From an optimization exercise on the open Yosys and OpenROAD flow, aimed at small area, a short achievable clock period and few clock cycles per item; shortcuts taken in it are not production practice. The RTL was checked by simulation tests, not by an equivalence proof against the original design.

==> flow/design.v, too long to show whole: its modules and the start of the top module <==
// module wbcomp: 456 lines
// module wbmac: 1844 lines
module wbcomp (
    input  wire        clk,
    input  wire        rst,       
    input  wire        start,
    input  wire [1:0]  op,        
    input  wire [19:0] raw,       
    input  wire [15:0] dig_t1,    
    input  wire [15:0] dig_t2,    
    input  wire [15:0] dig_t3,    
    input  wire [7:0]  dig_h1,    
    input  wire [15:0] dig_h2,    
    input  wire [7:0]  dig_h3,    
    input  wire [11:0] dig_h4,    
    input  wire [11:0] dig_h5,    
    input  wire [7:0]  dig_h6,    
    input  wire [15:0] dig_p1,    
    input  wire [15:0] dig_p2,    
    input  wire [15:0] dig_p3,
    input  wire [15:0] dig_p4,
    input  wire [15:0] dig_p5,
    input  wire [15:0] dig_p6,
    input  wire [15:0] dig_p7,
    input  wire [15:0] dig_p8,
    input  wire [15:0] dig_p9,
    output wire        ready,
    output wire        done,
    output reg  [31:0] result,
    output reg         oor,
    output wire [31:0] fine_out
);
  // ...
==> flow/run.sh <==
#!/bin/bash
# synth_recipe.tcl (not shown) runs the flow's synth.tcl, then flattens the netlist and writes it again
# the make line also repeats each setting of config.mk as NAME=value (left out here)
make -C /OpenROAD-flow-scripts/flow DESIGN_CONFIG=/design/flow/config.mk WORK_HOME=/design/flow/orfs CLKGATE_MAP_FILE= SYNTH_SCRIPT=/design/flow/synth_recipe.tcl finish
==> flow/config.mk <==
export PLATFORM = sky130hd
export DESIGN_NAME = wbcomp
export DESIGN_NICKNAME = wbcomp
export VERILOG_FILES = /design/flow/design.v
export SDC_FILE = /design/flow/constraint.sdc
export NUM_CORES = 8
export LEC_CHECK = 0
export CAP_MARGIN = 20
export CORE_MARGIN = 2
export CORE_UTILIZATION = 35
export PLACE_DENSITY = 0.5
export SETUP_SLACK_MARGIN = 5
export SLEW_MARGIN = 20
==> flow/constraint.sdc <==
create_clock -name core_clock -period 12.0 [get_ports {clk}]
set_input_delay 2.4000 -clock core_clock [delete_from_list [all_inputs] [get_ports {clk}]]
set_output_delay 2.4000 -clock core_clock [all_outputs]
set_load 0.01 [all_outputs]
==> metrics.yaml, run 1 <==
outcome: "timing/DRC/antenna clean"
cts_hold_buf: 0
slew_violations: 0
r2r_start: "acc[32]"
post-cts-setup-buffer-count: 488
area_delta_synth_final_pct: 28.4
layout_commonest_cell: "a22oi_1"
yosysTopAreaCell: "fa_1"
grt_max_degree: 92
clock_skew_ns: 0.0712
slew_headroom: 0.133
drc: 0
rows: 169
synth-simple-area-share: 0.116
routed.top_layer: "met5"
synth_cell_type_count: 112
place_inst: 11800
antenna_left: 0
yosysTopAreaCellShare: 0.141
fin_cells: 12500
min_path_cells: 2
vias: 83000
hold_viol: 0
fin_area_mm2: 0.0960
cp.buffers_inverters: 11
die_y_um: 466
synth.avg_cell_area_um2: 8.26
Testbench counts, summed over its fixed seeds: cycles 12,002, items 960.
==> module wbcomp, before the edit <==
module wbcomp (
    input  wire        clk,
    input  wire        rst,       
    input  wire        start,
    input  wire [1:0]  op,        
    input  wire [19:0] raw,       
    input  wire [15:0] dig_t1,    
    input  wire [15:0] dig_t2,    
    input  wire [15:0] dig_t3,    
    input  wire [7:0]  dig_h1,    
    input  wire [15:0] dig_h2,    
    input  wire [7:0]  dig_h3,    
    input  wire [11:0] dig_h4,    
    input  wire [11:0] dig_h5,    
    input  wire [7:0]  dig_h6,    
    input  wire [15:0] dig_p1,    
    input  wire [15:0] dig_p2,    
    input  wire [15:0] dig_p3,
    input  wire [15:0] dig_p4,
    input  wire [15:0] dig_p5,
    input  wire [15:0] dig_p6,
    input  wire [15:0] dig_p7,
    input  wire [15:0] dig_p8,
    input  wire [15:0] dig_p9,
    output wire        ready,
    output wire        done,
    output reg  [31:0] result,
    output reg         oor,
    output wire [31:0] fine_out
);
    localparam K  = 16;               
    localparam W  = K + 66;           
    localparam YW = 52;               
    localparam NJ = 4;                
    localparam DR = 3;                
    localparam BF = 33;               
    localparam BL = 63;               
    localparam CW = 5;
    localparam OP_TEMP = 2'd0, OP_HUM = 2'd1, OP_PRES = 2'd2;
    localparam S_IDLE = 2'd0, S_RUN = 2'd1, S_DIV = 2'd2, S_DONE = 2'd3;
    localparam X_R1 = 0, X_R2 = 1, X_R3 = 2, X_A0 = 3, X_A4 = 4, X_A7 = 5, X_A8 = 6,
               X_A10 = 7, X_A11 = 8, X_A12 = 9, X_A13 = 10, X_A14 = 11, X_A19 = 12,
               X_R3S15 = 13, X_R2S13 = 14, X_R2Q = 15, X_A15 = 16, NX = 17;
    localparam Z_0 = 0, Z_K14 = 1, Z_R3S = 2, Z_2P26 = 4, Z_ACC = 5,
               Z_K21 = 6, Z_R3 = 7, Z_A17 = 8, Z_2P35 = 9, Z_A20 = 10, Z_A25 = 11,
               Z_K4 = 3, NZ = 12;
    localparam Y_NONE = 5'd0, Y_T2 = 5'd1, Y_R2 = 5'd2, Y_T3 = 5'd3, Y_5 = 5'd4,
               Y_H6 = 5'd6, Y_H3 = 5'd7, Y_A10 = 5'd8, Y_H2 = 5'd9,
               Y_A15 = 5'd10, Y_H1 = 5'd11, Y_M1 = 5'd12, Y_NP6 = 5'd15, Y_3125 = 5'd16,
               Y_P2 = 5'd17, Y_P3 = 5'd18, Y_P1 = 5'd19, Y_P9 = 5'd20, Y_A13 = 5'd21,
               Y_1 = 5'd22, Y_P8 = 5'd23, Y_NP5 = 5'd24, Y_R2S13 = 5'd25, Y_R2Q = 5'd26, Y_R3S15 = 5'd27;
    reg [1:0]  state;
    reg [1:0]  cur_op;
    reg [4:0]  step;
    reg [22:0] tf;           
    reg [64:0] acc;          
    reg [W-64:0] topb;       
    reg        chk_last, chk_mid;
    reg        ovf;          
    reg        zres;         
    reg [YW-1:0] y;          
    reg [1:0]    j;          
    reg          fst;        
    reg [23:0] r1;
    reg [63:0] r2, r3;
    reg [30:0] kr;           
    reg [31:0] rem;          
    reg [CW-1:0] dcnt;
    reg        qsgn;         
    reg        dsgn;         
    reg        spec;         
    reg        ovl;          
    reg        act;          
    reg [NX-1:0] c_x;        
    reg [NZ-1:0] c_z;        
    reg          c_mac, c_ovf, c_last, c_hold;
    reg [4:0]    c_y;
    assign ready    = (state == S_IDLE) || (state == S_DONE);
    assign done     = (state == S_DONE);
    assign fine_out = {{9{tf[22]}}, tf};
    function [17:0] ucode(input [1:0] o, input [4:0] s, input ov_l);
        reg mac, ov, last, hold; reg [4:0] x; reg [3:0] z; reg [4:0] yy;
        begin
            mac = 1'b1; ov = 1'b1; last = 1'b0; hold = 1'b0; x = X_R1; z = Z_0; yy = Y_NONE;
            case (o)
            OP_TEMP: case (s)
                5'd0: begin x = X_R1;  yy = Y_R2; end                  
                5'd1: begin x = X_R2;  yy = Y_T3; end                  
                default: begin x = X_A12; z = Z_R3S; last = 1'b1; end  
            endcase
            OP_HUM: case (s)
                5'd0: begin x = X_R1;  z = Z_K14;  yy = Y_H6; end      
                5'd1: begin x = X_R1;  yy = Y_H3; end                  
                5'd2: begin x = X_R1;  z = Z_2P26; yy = Y_A10; end     
                5'd3: begin x = X_A11; yy = Y_H2; hold = 1'b1; end     
                5'd4: begin x = X_A10; z = Z_K21; yy = Y_R2; end       
                5'd5: begin x = X_A14; hold = 1'b1; end                
                5'd6: begin x = X_A15; yy = Y_H1; ov = 1'b0; end       
                5'd7: begin x = X_A7;  yy = Y_M1; end                  
                5'd8: begin x = X_A4; z = Z_R3; last = 1'b1; end       
                5'd9: begin mac = 1'b0; yy = Y_R3S15; end              
                default: begin x = X_R3S15; yy = Y_H1; end             
            endcase
            default: case (s)
                5'd0: begin x = X_R1;  yy = Y_P2; end                  
                5'd1: begin x = X_R1;  z = Z_2P35; yy = Y_P3; end      
                5'd2: begin x = X_R2;  z = Z_A20;  yy = Y_P1; end      
                5'd3: begin x = X_A8;  yy = Y_NP5; end                 
                5'd4: begin x = X_R1;  z = Z_K14;  yy = Y_NP6; end     
                5'd5: begin x = X_R2;  z = Z_A17;  yy = Y_3125; end    
                5'd6: begin x = X_A0;  yy = Y_P9; end                  
                5'd7: begin mac = 1'b0; yy = Y_M1; end                 
                5'd8: begin x = X_R3;  ov = 1'b0; end                  
                5'd9: begin mac = 1'b0; end                            
                5'd10: begin x = X_R2; end                             
                5'd11: begin mac = 1'b0; yy = Y_P9; end                
                5'd12: begin x = ov_l ? X_R2Q : X_R2S13;               
                             yy = ov_l ? Y_R2Q : Y_R2S13; end
                5'd13: begin x = X_A0; yy = Y_1; hold = 1'b1; end      
                5'd14: begin x = X_R2; z = Z_A25; yy = Y_P8; end       
                5'd15: begin x = X_R2; yy = Y_1; end                   
                5'd16: begin x = X_A19; z = Z_R3; yy = Y_1; end        
                default: begin x = X_A8; z = Z_K4; last = 1'b1; end    
            endcase
            endcase
            ucode = {mac, ov, last, hold, x, z, yy};
        end
    endfunction
    function [63:0] asr64(input [63:0] v, input integer s);
        asr64 = {{64{v[63]}}, v} >> s;
    endfunction
    wire [63:0] a64 = acc[63:0];
    wire [63:0] xsrc [0:NX-1];
    assign xsrc[X_R1]  = {{40{r1[23]}}, r1};
    assign xsrc[X_R2]  = r2;
    assign xsrc[X_R3]  = r3;
    assign xsrc[X_A0]  = a64;
    assign xsrc[X_A4]  = asr64(a64, 4);
    assign xsrc[X_A7]  = asr64(a64, 7);
    assign xsrc[X_A8]  = asr64(a64, 8);
    assign xsrc[X_A10] = asr64(a64, 10);
    assign xsrc[X_A11] = asr64(a64, 11);
    assign xsrc[X_A12] = asr64(a64, 12);
    assign xsrc[X_A13] = asr64(a64, 13);
    assign xsrc[X_A14] = asr64(a64, 14);
    assign xsrc[X_A19] = asr64(a64, 19);
    assign xsrc[X_R3S15] = asr64(r3, 15);
    assign xsrc[X_R2S13] = asr64(r2, 13);
    assign xsrc[X_R2Q]  = {44'd0, r2[20:1]};
    assign xsrc[X_A15]  = asr64(a64, 15);
    wire [63:0] kr_x = {{33{kr[30]}}, kr};
    wire [63:0] zsrc [0:NZ-1];
    assign zsrc[Z_0]    = 64'd0;
    assign zsrc[Z_ACC]  = 64'd0;
    assign zsrc[Z_K14]  = kr_x << 14;
    assign zsrc[Z_R3S]  = asr64(r3, 11) << 14;
    assign zsrc[Z_2P26] = 64'd1 << 26;
        assign zsrc[Z_K21]  = (kr_x << 21) | 64'd8192;
    assign zsrc[Z_R3]   = r3;
    assign zsrc[Z_A17]  = a64 << 17;
    assign zsrc[Z_2P35] = 64'd1 << 35;
    assign zsrc[Z_A20]  = a64 << 20;
    assign zsrc[Z_A25]  = asr64(a64, 25);
    assign zsrc[Z_K4]   = kr_x << 4;
    reg [63:0] xv;
    reg [W-2:0] zv;
    integer i;
    always @* begin
        xv = 64'd0;
        for (i = 0; i < NX; i = i + 1) xv = xv | (xsrc[i] & {64{c_x[i]}});
        zv = {acc, 16'd0} & {(W-1){c_z[Z_ACC]}};
        for (i = 0; i < NZ; i = i + 1)
            if (i != Z_ACC) zv = zv | ({{(W-65){zsrc[i][63]}}, zsrc[i]} & {(W-1){c_z[i]}});
    end
    reg [8:0] b_one, b_two, b_neg;
    wire      lastdig = (j == 2'd0);
    wire [W-1:0] sum;
    wbmac mac (.X(xv), .ONE(b_one), .TWO(b_two), .NEG(b_neg), .AZ(zv), .SUM(sum));
    wire [23:0] v1   = {tf[22], tf} - 24'sd128000;
    wire [23:0] xh   = {tf[22], tf} - 24'sd76800;
    wire [17:0] ta   = {1'b0, raw[19:3]} - {1'b0, dig_t1, 1'b0};
    wire [16:0] td   = {1'b0, raw[19:4]} - {1'b0, dig_t1};
    wire [18:0] hk   = {3'b0, raw[15:0]} - {{1{dig_h4[11]}}, dig_h4, 6'd0} + 19'd1;
    wire [22:0] pk   = 23'd1048576 - {3'b0, raw} - {{3{dig_p4[15]}}, dig_p4, 4'd0};
    function [YW-1:0] sx16(input [15:0] v);
        sx16 = {{(YW-16){v[15]}}, v};
    endfunction
    function [YW-1:0] neg16(input [15:0] v);
        neg16 = -{{(YW-16){v[15]}}, v};
    endfunction
    reg [YW-1:0] yn;
    always @* begin
        case (c_y)
            Y_T2:   yn = sx16(dig_t2);
            Y_R2:   yn = r2[YW-1:0];
            Y_T3:   yn = sx16(dig_t3);
            Y_H6:   yn = {{(YW-8){dig_h6[7]}}, dig_h6};
            Y_H3:   yn = {{(YW-8){1'b0}}, dig_h3};
            Y_A10:  yn = asr64(a64, 10);
            Y_H2:   yn = sx16(dig_h2);
            Y_H1:   yn = {{(YW-8){1'b0}}, dig_h1};
            Y_M1:   yn = {YW{1'b1}};
            Y_NP5:  yn = neg16(dig_p5);
            Y_NP6:  yn = neg16(dig_p6);
            Y_3125: yn = 3125;
            Y_P2:   yn = sx16(dig_p2);
            Y_P3:   yn = sx16(dig_p3);
            Y_P1:   yn = {{(YW-16){1'b0}}, dig_p1};
            Y_P9:   yn = sx16(dig_p9);
            Y_R2S13: yn = asr64(r2, 13);
            Y_R2Q:  yn = {{(YW-20){1'b0}}, r2[20:1]};
            Y_R3S15: yn = asr64(r3, 15);
            Y_P8:   yn = sx16(dig_p8);
            default: yn = 1;
        endcase
    end
    function [1:0] topdig(input [YW-1:0] v);
        begin
            if ((&v[YW-1:K]) || !(|v[YW-1:K]))            topdig = 2'd0;
            else if ((&v[YW-1:2*K]) || !(|v[YW-1:2*K]))   topdig = 2'd1;
            else if ((&v[YW-1:3*K]) || !(|v[YW-1:3*K]))   topdig = 2'd2;
            else                                          topdig = 2'd3;
        end
    endfunction
    reg [YW-1:0] ys;
    always @* begin
        case (op)
            OP_TEMP: ys = sx16(dig_t2);
            OP_HUM:  ys = -{{(YW-12){dig_h5[11]}}, dig_h5};
            default: ys = {{(YW-24){v1[23]}}, v1};
        endcase
    end
    wire [30:0] den      = acc[63:33];
    wire        den_neg  = den[30];
    wire [30:0] den_abs  = den_neg ? -den : den;
    wire        den_zero = (den == 31'd0);
    wire [63:0] dv_n  = r3[63] ? a64 : r3;
    reg [31:0] rq;
    reg [63:0] qq;
    reg [31:0] dt;
    integer s;
    always @* begin
        rq = rem; qq = r2;
        for (s = 0; s < DR; s = s + 1) begin
            dt = {rq[30:0], qq[63]};
            rq = dt + ({1'b0, kr} ^ {32{~rq[31]}}) + {31'd0, ~rq[31]};
            qq = {qq[62:0], ~rq[31]};
        end
    end
    wire [25:0] t5 = {{3{tf[22]}}, tf} + {tf[22], tf, 2'b0} + 26'd128;
    wire ovf_pend = (chk_last && !((&topb) || !(|topb))) ||
                    (chk_mid  && !((&topb[W-64:1]) || !(|topb[W-64:1])));
    wire ovf_all  = ovf || ovf_pend;
    wire w_neg = acc[63];
    wire w_big = !acc[63] && (|acc[62:29] || (acc[28:0] > 29'd419430400));
    always @* begin
        case (cur_op)
            OP_TEMP: begin result = {{14{t5[25]}}, t5[25:8]}; oor = 1'b0; end
            OP_HUM: begin
                result = w_neg ? 32'd0 : w_big ? 32'd102400 : {12'd0, acc[31:12]};
                oor    = ovf_all | w_neg | w_big;
            end
            default: begin
                result = zres ? 32'd0 : acc[31:0];
                oor    = zres | ovf_all | acc[63] | (|acc[62:32]);
            end
        endcase
    end
    wire go      = (state == S_IDLE || state == S_DONE) && start;
    wire stepend = act && (!c_mac || lastdig);
    wire is_pres = (cur_op == OP_PRES);
    wire is_hum  = (cur_op == OP_HUM);
    wire zres_now = (state == S_RUN) && is_pres && step == 5'd4 && fst && den_zero;
    wire spec_div = (state == S_RUN) && is_pres && step == 5'd6 && stepend;
    wire chk_div  = (state == S_RUN) && is_pres && step == 5'd9;
    wire dfirst   = (state == S_DIV) && spec && (dcnt == BF / DR);
    wire spec_ok  = !a64[63] && (rem < {1'b0, kr});
    wire div_bad  = dfirst && !spec_ok;
    wire div_last = (state == S_DIV) && (dcnt == 1);
    wire ovl_go   = (state == S_DIV) && ovl && (dcnt == 5);
    wire hs_load  = act && is_hum && step == 5'd5 && lastdig;
    wire hs_fits  = (&a64[63:31]) || !(|a64[63:31]);
    wire hs_redo  = act && is_hum && step == 5'd6 && !hs_fits;
    reg [YW-1:0] n_y; reg n_yload; reg [1:0] n_j; reg n_fst;
    always @* begin
        n_y = yn; n_yload = 1'b0;
        if (go) begin
            n_y = ys; n_yload = 1'b1;
        end else if (div_last) begin
            if (!ovl) begin
                n_y = qsgn ? {YW{1'b1}} : sx16(dig_p9); n_yload = 1'b1;
            end
        end else if (stepend && c_y != Y_NONE) begin
            n_yload = 1'b1;
        end
        n_fst = fst; n_j = j;
        if (go || div_last || ovl_go || div_bad) n_fst = 1'b1;
        else if (act && c_mac && !lastdig) begin
            n_fst = 1'b0; n_j = j - 1'b1;
        end else if (stepend) n_fst = 1'b1;
        if (n_yload) n_j = topdig(n_y);
    end
    reg [1:0] n_op; reg [4:0] n_step; reg n_act; reg n_ovl;
    always @* begin
        n_op = cur_op; n_step = step; n_act = act; n_ovl = ovl;
        if (dfirst) n_ovl = spec_ok && !dsgn;
        if (go) begin
            n_op = op; n_step = 5'd0; n_act = 1'b1; n_ovl = 1'b0;
        end else if (div_bad) begin
            n_step = 5'd7; n_act = 1'b1; n_ovl = 1'b0;
        end else if (div_last) begin
            n_act = 1'b1;
            n_step = ovl ? 5'd14 : qsgn ? 5'd10 : 5'd12;
        end else if (ovl_go) begin
            n_act = 1'b1; n_step = 5'd12;
        end else if (stepend) begin
            if (zres_now || c_last || spec_div || chk_div) n_act = 1'b0;
            else if (state == S_DIV && step == 5'd13) begin
                n_act = 1'b0; n_step = 5'd14;
            end else if (hs_redo) n_step = 5'd9;
            else if (is_hum && step == 5'd10) n_step = 5'd7;
            else n_step = step + 1'b1;
        end
    end
    wire [17:0] nu = ucode(n_op, n_step, n_ovl);
    wire [YW-1:0] n_ysrc = n_yload ? n_y : y;
    wire [63:0]   n_yx   = {{(64-YW){n_ysrc[YW-1]}}, n_ysrc};
    wire [K:0]    n_dig  = hs_load ? {sum[31], sum[30:15]} : {n_fst & n_ysrc[YW-1], n_yx[n_j*K +: K]};
    wire [K+2:0]  n_de   = {n_dig[K], n_dig, 1'b0};
    reg  [8:0]    n_one, n_two, n_neg;
    reg  [2:0]    bg;
    integer g;
    always @* begin
        for (g = 0; g < 9; g = g + 1) begin
            bg = n_de[2*g +: 3];
            n_one[g] = bg[1] ^ bg[0];
            n_two[g] = (bg == 3'b011) || (bg == 3'b100);
            n_neg[g] = bg[2] & ~(bg[1] & bg[0]);
        end
    end
    always @(posedge clk) begin
        c_mac  <= nu[17] && n_act;
        c_ovf  <= nu[16];
        c_last <= nu[15];
        c_hold <= nu[14];
        c_y    <= nu[4:0];
        c_x    <= (nu[14] && !n_fst) ? (1 << X_R3) : (1 << nu[13:9]);
        c_z    <= !n_fst ? (1 << Z_ACC) : (n_j == 2'd0) ? (1 << nu[8:5]) : 1;
        if (n_yload) y <= n_y;
        b_one <= n_one;
        b_two <= n_two;
        b_neg <= n_neg;
        j   <= n_j;
        fst <= n_fst;
        step <= n_step;
        cur_op <= n_op;
        ovl <= n_ovl;
        if (go) begin
            case (op)
                OP_TEMP: begin
                    r1 <= {{6{ta[17]}}, ta};
                    r2 <= {{47{td[16]}}, td};
                end
                OP_HUM: begin
                    r1 <= xh;
                    kr <= {{12{hk[18]}}, hk};
                end
                default: begin
                    r1 <= v1;
                    kr <= {{8{pk[22]}}, pk};
                end
            endcase
        end else begin
            if (act && c_mac) begin
                acc  <= sum[64:0];
                topb <= sum[W-1:63];
            end
            if (act && c_hold && fst) r3 <= xv;
            if (act && fst) begin
                case ({cur_op, step})
                    {OP_TEMP, 5'd1}: r3 <= a64;
                    {OP_HUM, 5'd1}: begin
                        r2 <= asr64(a64, 15);
                        kr <= {{15{dig_h2[15]}}, dig_h2};
                    end
                    {OP_HUM, 5'd6}: r3 <= a64;
                    {OP_PRES, 5'd1}: r2 <= a64;
                    {OP_PRES, 5'd4}: begin
                        kr   <= den_abs;
                        dsgn <= den_neg;
                    end
                    {OP_PRES, 5'd11}: r2 <= a64;
                    {OP_PRES, 5'd14}: kr <= {{15{dig_p7[15]}}, dig_p7};
                    {OP_PRES, 5'd15}: r3 <= a64;
                    default: ;
                endcase
            end
            if (spec_div) begin
                rem  <= {1'b0, sum[63:33]};
                r2   <= {sum[32:0], 31'd0};
                dcnt <= BF / DR;
                spec <= 1'b1;
            end else if (chk_div) begin
                rem  <= 32'd0;
                r2   <= dv_n << (64 - BL);
                dcnt <= BL / DR;
                spec <= 1'b0;
            end else if (state == S_DIV) begin
                rem  <= rq;
                r2   <= qq;
                dcnt <= dcnt - 1'b1;
                if (dfirst) begin
                    r3   <= a64;
                    qsgn <= a64[63] ^ dsgn;
                    spec <= 1'b0;
                end
            end
        end
    end
    always @(posedge clk) begin
        if (rst) begin
            state    <= S_IDLE;
            tf       <= 23'd0;
            act      <= 1'b0;
            ovf      <= 1'b0;
            zres     <= 1'b0;
            chk_last <= 1'b0;
            chk_mid  <= 1'b0;
        end else begin
            act      <= n_act;
            chk_last <= act && c_mac && c_ovf && lastdig;
            chk_mid  <= act && c_mac && c_ovf && !lastdig;
            ovf      <= go ? 1'b0 : ovf_all;
            if (go) zres <= 1'b0;
            if (stepend && c_last && cur_op == OP_TEMP)
                tf <= sum[36:14];
            case (state)
            S_IDLE, S_DONE: state <= go ? S_RUN : S_IDLE;
            S_RUN: begin
                if (zres_now) begin
                    state <= S_DONE;
                    zres  <= 1'b1;
                end else if (spec_div || chk_div) begin
                    state <= S_DIV;
                end else if (stepend && c_last) begin
                    state <= S_DONE;
                end
            end
            S_DIV: begin
                if (div_bad || div_last) state <= S_RUN;
            end
            default: state <= S_IDLE;
            endcase
        end
    end
endmodule
==> inputs of run 2 (changes only) <==
--- a/flow/design.v
+++ b/flow/design.v
@@ -41,12 +41,12 @@
     localparam X_R1 = 0, X_R2 = 1, X_R3 = 2, X_A0 = 3, X_A4 = 4, X_A7 = 5, X_A8 = 6,
-               X_A10 = 7, X_A11 = 8, X_A12 = 9, X_A13 = 10, X_A14 = 11, X_A19 = 12,
-               X_R3S15 = 13, X_R2S13 = 14, X_R2Q = 15, X_A15 = 16, NX = 17;
+               X_A10 = 7, X_A11 = 8, X_A12 = 9, X_A14 = 10, X_A19 = 11,
+               X_R2S13 = 12, X_R2Q = 13, X_A15 = 14, X_R3S15 = 15, NX = 16;
     localparam Z_0 = 0, Z_K14 = 1, Z_R3S = 2, Z_2P26 = 4, Z_ACC = 5,
-               Z_K21 = 6, Z_R3 = 7, Z_A17 = 8, Z_2P35 = 9, Z_A20 = 10, Z_A25 = 11,
-               Z_K4 = 3, NZ = 12;
+               Z_K21 = 6, Z_R3 = 7, Z_A17 = 8, Z_2P35 = 9, Z_A20 = 10, Z_A25 = 11, Z_R2S19 = 12,
+               Z_K4 = 3, NZ = 13;
     localparam Y_NONE = 5'd0, Y_T2 = 5'd1, Y_R2 = 5'd2, Y_T3 = 5'd3, Y_5 = 5'd4,
                Y_H6 = 5'd6, Y_H3 = 5'd7, Y_A10 = 5'd8, Y_H2 = 5'd9,
-               Y_A15 = 5'd10, Y_H1 = 5'd11, Y_M1 = 5'd12, Y_NP6 = 5'd15, Y_3125 = 5'd16,
+               Y_A15 = 5'd10, Y_H1 = 5'd11, Y_M1 = 5'd12, Y_P6 = 5'd15, Y_M3125 = 5'd16,
                Y_P2 = 5'd17, Y_P3 = 5'd18, Y_P1 = 5'd19, Y_P9 = 5'd20, Y_A13 = 5'd21,
-               Y_1 = 5'd22, Y_P8 = 5'd23, Y_NP5 = 5'd24, Y_R2S13 = 5'd25, Y_R2Q = 5'd26, Y_R3S15 = 5'd27;
+               Y_1 = 5'd22, Y_P8 = 5'd23, Y_P5 = 5'd24, Y_R3S15 = 5'd27, Y_R2S13 = 5'd25, Y_R2Q = 5'd26;
     reg [1:0]  state;
@@ -107,5 +107,5 @@
                 5'd2: begin x = X_R2;  z = Z_A20;  yy = Y_P1; end      
-                5'd3: begin x = X_A8;  yy = Y_NP5; end                 
-                5'd4: begin x = X_R1;  z = Z_K14;  yy = Y_NP6; end     
-                5'd5: begin x = X_R2;  z = Z_A17;  yy = Y_3125; end    
+                5'd3: begin x = X_A8;  yy = Y_P5; end                  
+                5'd4: begin x = X_R1;  z = Z_K14;  yy = Y_P6; end      
+                5'd5: begin x = X_R2;  z = Z_A17;  yy = Y_M3125; end   
                 5'd6: begin x = X_A0;  yy = Y_P9; end                  
@@ -118,7 +118,9 @@
                              yy = ov_l ? Y_R2Q : Y_R2S13; end
-                5'd13: begin x = X_A0; yy = Y_1; hold = 1'b1; end      
-                5'd14: begin x = X_R2; z = Z_A25; yy = Y_P8; end       
-                5'd15: begin x = X_R2; yy = Y_1; end                   
-                5'd16: begin x = X_A19; z = Z_R3; yy = Y_1; end        
-                default: begin x = X_A8; z = Z_K4; last = 1'b1; end    
+                5'd13: begin x = X_A0; yy = ov_l ? Y_P8 : Y_1; hold = 1'b1; end  
+                5'd14: begin x = X_R2; z = Z_R2S19; yy = Y_1; end      
+                5'd15: begin x = X_A19; z = Z_R3; last = 1'b1; end    
+                5'd19: begin x = X_A8; z = Z_K4; last = 1'b1; end      
+                5'd16: begin x = X_R2; z = Z_A25; yy = Y_P8; end       
+                5'd17: begin x = X_R2; yy = Y_1; end                   
+                default: begin x = X_A19; z = Z_R3; yy = Y_1; end      
             endcase
@@ -143,6 +145,4 @@
     assign xsrc[X_A12] = asr64(a64, 12);
-    assign xsrc[X_A13] = asr64(a64, 13);
     assign xsrc[X_A14] = asr64(a64, 14);
     assign xsrc[X_A19] = asr64(a64, 19);
-    assign xsrc[X_R3S15] = asr64(r3, 15);
     assign xsrc[X_R2S13] = asr64(r2, 13);
@@ -150,2 +150,3 @@
     assign xsrc[X_A15]  = asr64(a64, 15);
+    assign xsrc[X_R3S15] = asr64(r3, 15);
     wire [63:0] kr_x = {{33{kr[30]}}, kr};
@@ -163,2 +164,3 @@
     assign zsrc[Z_A25]  = asr64(a64, 25);
+    assign zsrc[Z_R2S19] = r2 << 19;
     assign zsrc[Z_K4]   = kr_x << 4;
@@ -178,4 +180,4 @@
     wbmac mac (.X(xv), .ONE(b_one), .TWO(b_two), .NEG(b_neg), .AZ(zv), .SUM(sum));
-    wire [23:0] v1   = {tf[22], tf} - 24'sd128000;
-    wire [23:0] xh   = {tf[22], tf} - 24'sd76800;
+    wire [23:0] v1   = {tf[22], tf} - ((op == OP_HUM) ? 24'd76800 : 24'd128000);
+    wire [23:0] xh   = v1;
     wire [17:0] ta   = {1'b0, raw[19:3]} - {1'b0, dig_t1, 1'b0};
@@ -183,3 +185,3 @@
     wire [18:0] hk   = {3'b0, raw[15:0]} - {{1{dig_h4[11]}}, dig_h4, 6'd0} + 19'd1;
-    wire [22:0] pk   = 23'd1048576 - {3'b0, raw} - {{3{dig_p4[15]}}, dig_p4, 4'd0};
+    wire [22:0] pk   = {3'b0, raw} + {{3{dig_p4[15]}}, dig_p4, 4'd0} - 23'd1048576;
     function [YW-1:0] sx16(input [15:0] v);
@@ -187,5 +189,2 @@
     endfunction
-    function [YW-1:0] neg16(input [15:0] v);
-        neg16 = -{{(YW-16){v[15]}}, v};
-    endfunction
     reg [YW-1:0] yn;
@@ -202,5 +201,5 @@
             Y_M1:   yn = {YW{1'b1}};
-            Y_NP5:  yn = neg16(dig_p5);
-            Y_NP6:  yn = neg16(dig_p6);
-            Y_3125: yn = 3125;
+            Y_P5:   yn = sx16(dig_p5);
+            Y_P6:   yn = sx16(dig_p6);
+            Y_M3125: yn = -3125;
             Y_P2:   yn = sx16(dig_p2);
@@ -253,4 +252,4 @@
     wire ovf_all  = ovf || ovf_pend;
-    wire w_neg = acc[63];
-    wire w_big = !acc[63] && (|acc[62:29] || (acc[28:0] > 29'd419430400));
+    wire        w_neg = acc[63];
+    wire        w_big = !acc[63] && (|acc[62:29] || (acc[28:0] > 29'd419430400));
     always @* begin
@@ -263,4 +262,4 @@
             default: begin
-                result = zres ? 32'd0 : acc[31:0];
-                oor    = zres | ovf_all | acc[63] | (|acc[62:32]);
+                result = zres ? 32'd0 : ovl ? acc[39:8] : acc[31:0];
+                oor    = zres | ovf_all | acc[63] | (ovl ? (|acc[62:40]) : (|acc[62:32]));
             end
@@ -319,3 +318,5 @@
                 n_act = 1'b0; n_step = 5'd14;
-            end else if (hs_redo) n_step = 5'd9;
+            end else if (is_pres && step == 5'd13) n_step = 5'd16;
+            else if (hs_redo) n_step = 5'd9;
+            else if (is_pres && step == 5'd18) n_step = 5'd19;
             else if (is_hum && step == 5'd10) n_step = 5'd7;
@@ -392,4 +393,8 @@
                     {OP_PRES, 5'd11}: r2 <= a64;
-                    {OP_PRES, 5'd14}: kr <= {{15{dig_p7[15]}}, dig_p7};
-                    {OP_PRES, 5'd15}: r3 <= a64;
+                    {OP_PRES, 5'd14}: begin
+                        kr <= {{15{dig_p7[15]}}, dig_p7};
+                        r3 <= asr64(a64, 25) + {{36{dig_p7[15]}}, dig_p7, 12'd0};
+                    end
+                    {OP_PRES, 5'd16}: kr <= {{15{dig_p7[15]}}, dig_p7};
+                    {OP_PRES, 5'd17}: r3 <= a64;
                     default: ;
--- a/flow/config.mk
+++ b/flow/config.mk
@@ -8,2 +8,4 @@
 export CAP_MARGIN = 20
+export CELL_PAD_IN_SITES_DETAIL_PLACEMENT = 1
+export CELL_PAD_IN_SITES_GLOBAL_PLACEMENT = 1
 export CORE_MARGIN = 2
@@ -13 +15,2 @@
 export SLEW_MARGIN = 20
+export TNS_END_PERCENT = 0
==> run 2 against run 1 <==
  * Still clean on timing, DRC and antenna
  * Sequential share of layout area up 0.60 points
  * Synthesized cell count up 1.2%
  * Cell area down 4.6%
  * Global-route usage up 4.3 points
==> metrics.yaml, run 2 <==
largestRegisters: "r2: 64 flops, r3: 64 flops, acc: 63 flops"
hold_viol: 0  # unchanged
setup_viol_count_final: 0
worstSetupStartpoint: "r2[13]"
rows: 170  # +0.59%
place_inst: 11900  # +1.6%
min_path_cells: 2  # unchanged
timing.fmax_mhz: 117
drtIter0Drc: 13100
worst_slew_pin_slew_ns: 1.38
clock-sinks: 461
fin_crit_ns: 8.55
fin_cells: 12500  # -0.36%
clk_latency_ns: 0.76
hpwlAfterDp_um: 363000
antenna_found_initial: 50
worst_ep_arrival_time_ns: 9.10
antenna_left: 0  # unchanged
rsz0062_at_grt: "true"
cp.buffers_inverters: 4  # -7
worst-path-stages: 26
cp_max_fo: 9
crit_slowest_cell: "xnor2_1"
setup_tns_ns: 0
core_area_mm2: 0.214
first_global_vias: 84000
cts-root-buf: "clkbuf_16"
register_area_mm2: 0.0124
syn_inst: 9161
layout_commonest_cell: "inv_1"
syn_area_mm2: 0.0755
totalWireLength_um: 504000
path_clk_slew_ns: 0.07
finalCritPeriodShare: 0.712
nFillCells: 24900
drc: 0  # unchanged
crit_path_start_kind: "flop"
synth.yosys.seq_area_share: 0.163
cts_hold_buf: 0  # unchanged
synth_cell_type_count: 107  # -4.5%
synth_nets: 10400
die_w_um: 468
ys.flop_type: "edfxtp_1"
holdCritPathClass: "flop to flop"
yosys_warnings: 1
worst_path_dominant_cell_family: "compound AO/OA/AOI/OAI gates"
htreeDepth: 3
grt_usage: 0.444
fin_area_mm2: 0.0915  # -4.6%
area_delta_synth_final_pct: 21.3
dpl_cell_area_mm2: 0.0832
multi_input_area_mm2: 0.0592
start_util: 0.352
slew_violations: 0  # unchanged
drive_gt1_frac: 0.151
gp_congestion: 1.01
clock_skew_ns: 0.0485  # -0.0226 ns
r2r_start: "r2[13]"
worst-endpoint-required_ns: 12.55
numCtsBuffers: 69
vias_per_cell: 6.86
max_cap_violations: 0
synthArstFlopShare: 0
synth.avg_cell_area_um2: 8.24  # -0.23%
worst_path_largest_cell_delay_ns: 1.07
crit_type: "flop to flop"
die_y_um: 468  # +0.49%
yosysMostFrequentCell: "inv_1"
reg2reg_depth: 26
dr.pass1.iters: 17
yosysTopAreaCell: "fa_1"
outcome: "timing/DRC/antenna clean"
cts_buffer_depth: 3
critPathCaptureType: "flop"
grt_overflow: 0
io_pins: 348
grt_max_degree: 116  # +26%
layout_common_cells: "inv_1, a22oi_1, buf_4, nand2_1, xnor2_1"
ys_ff_latch: 461
cpMostUsedCell: "fa_1"
synth_edf_count: 305
portBuffers: 347
synth_common_cells: "inv_1, a22oi_1, clkbuf_1, nand2_1, xnor2_1"
cts_tree: "done"
yosysTopAreaCellShare: 0.140  # -0.000864
grt_pass1_wl_um: 687000
synth_area_leaders: "fa_1, edfxtp_1, a22oi_1"
nets: 10800
hold_start: "y[25]"
vias: 85800  # +3.3%
slew_headroom: 0.0733  # -0.0601
wl_per_cell_um: 40.3
die_area_mm2: 0.219
[run 2: changes by cell type after synthesis, moves of 53 or more]
cell,before,now
o21ai_0,419,294
mux2i_1,217,134
a22oi_1,871,798
a21oi_1,474,531
a22o_1,146,202
a211oi_1,123,176
[run 2: worst min-delay path, delay by kind of cell, from the launching register on]
kind          cells  cell delay (ns)
flops             1             0.30
simple gates      2             0.11
[run 2: stage by stage]
stage	setup WS, ns	util	hold slack (ns)
floorplan	4.15	-	0.411
finish	3.45	0.427	0.444
global placement	0.892	0.388	0.421
CTS	3.78	0.421	0.446
detailed placement	1.16	0.388	0.434
global route	3.31	0.426	0.457
[run 2: repair_timing]
item,CTS,global route
setup endpoints to repair,233,229
resized for setup,456,136
gates cloned,2,0
pin swaps,216,138
buffers inserted,322,50
[run 2: cell type report]
class                           count  share of cell area
Multi-Input combinational cell   6993               0.646
Sequential cell                   461               0.135
Timing Repair Buffer             1194               0.119
Tap cell                         2838              0.0388
Inverter                          840              0.0345
Clock buffer                       89              0.0210
Clock inverter                     33             0.00350
Antenna cell                       55             0.00150
[run 2: worst paths after layout]
kind                            slack (ns)      to
worst max register to register        3.45  r2[63]
worst min register to register        0.44   y[25]
worst min-delay path                  0.44   y[25]
worst max-delay path                  3.45  r2[63]
[run 2: routing by layer]
metal	vias up	track usage	wire length, µm
met3	1783	0.193	66800
met4	45	0.258	36600
met5	-	0.0130	874
met2	6115	0.623	202000
li1	34000	-	-
met1	43900	0.561	197000
[run 2: cells by family after synthesis]
group           count (synthesis)  share of synthesized area
flops                         461                      0.163
buf+inv                      1708                     0.0861
compound gates               2962                      0.280
simple gates                 1919                      0.121
fa+ha+maj                     983                      0.215
xor+xnor                      968                      0.113
mux                           160                     0.0223
Testbench counts of run 2, summed over its fixed seeds: cycles 11,362, items 960.

[what the ideal ports hide]
The results above use ideal ports. As a check the final layouts listed here were re-extracted and re-timed, cells and wires unchanged. Step 1 sets driving cells, clkbuf_16 on the clock port and buf_2 on the other inputs (assumed; they add their load-dependent delay and slew). Step 2 adds t to the input delays and takes it off the output delays; t is the mean of the earliest and latest rising clock arrival at the registers after step 1. Input paths then give back, and output paths get back, about the clock's delay inside the block. Three values: no drivers, after step 1, after step 2; two values: the first two.
| run | t, ns | setup slack, ns | worst slew at a driven data input, ns |
|---|---|---|---|
| run 1 | 0.794 | 3.610 / 3.610 / 3.610 | 0.11 |
| run 2 | 0.823 | 3.453 / 3.453 / 3.084 | 0.08 |
After both steps every run listed still meets setup and hold. For run 2, which loses most, drivers alone change the setup slack by 0.000 ns; drivers and shift together by -0.369 ns.
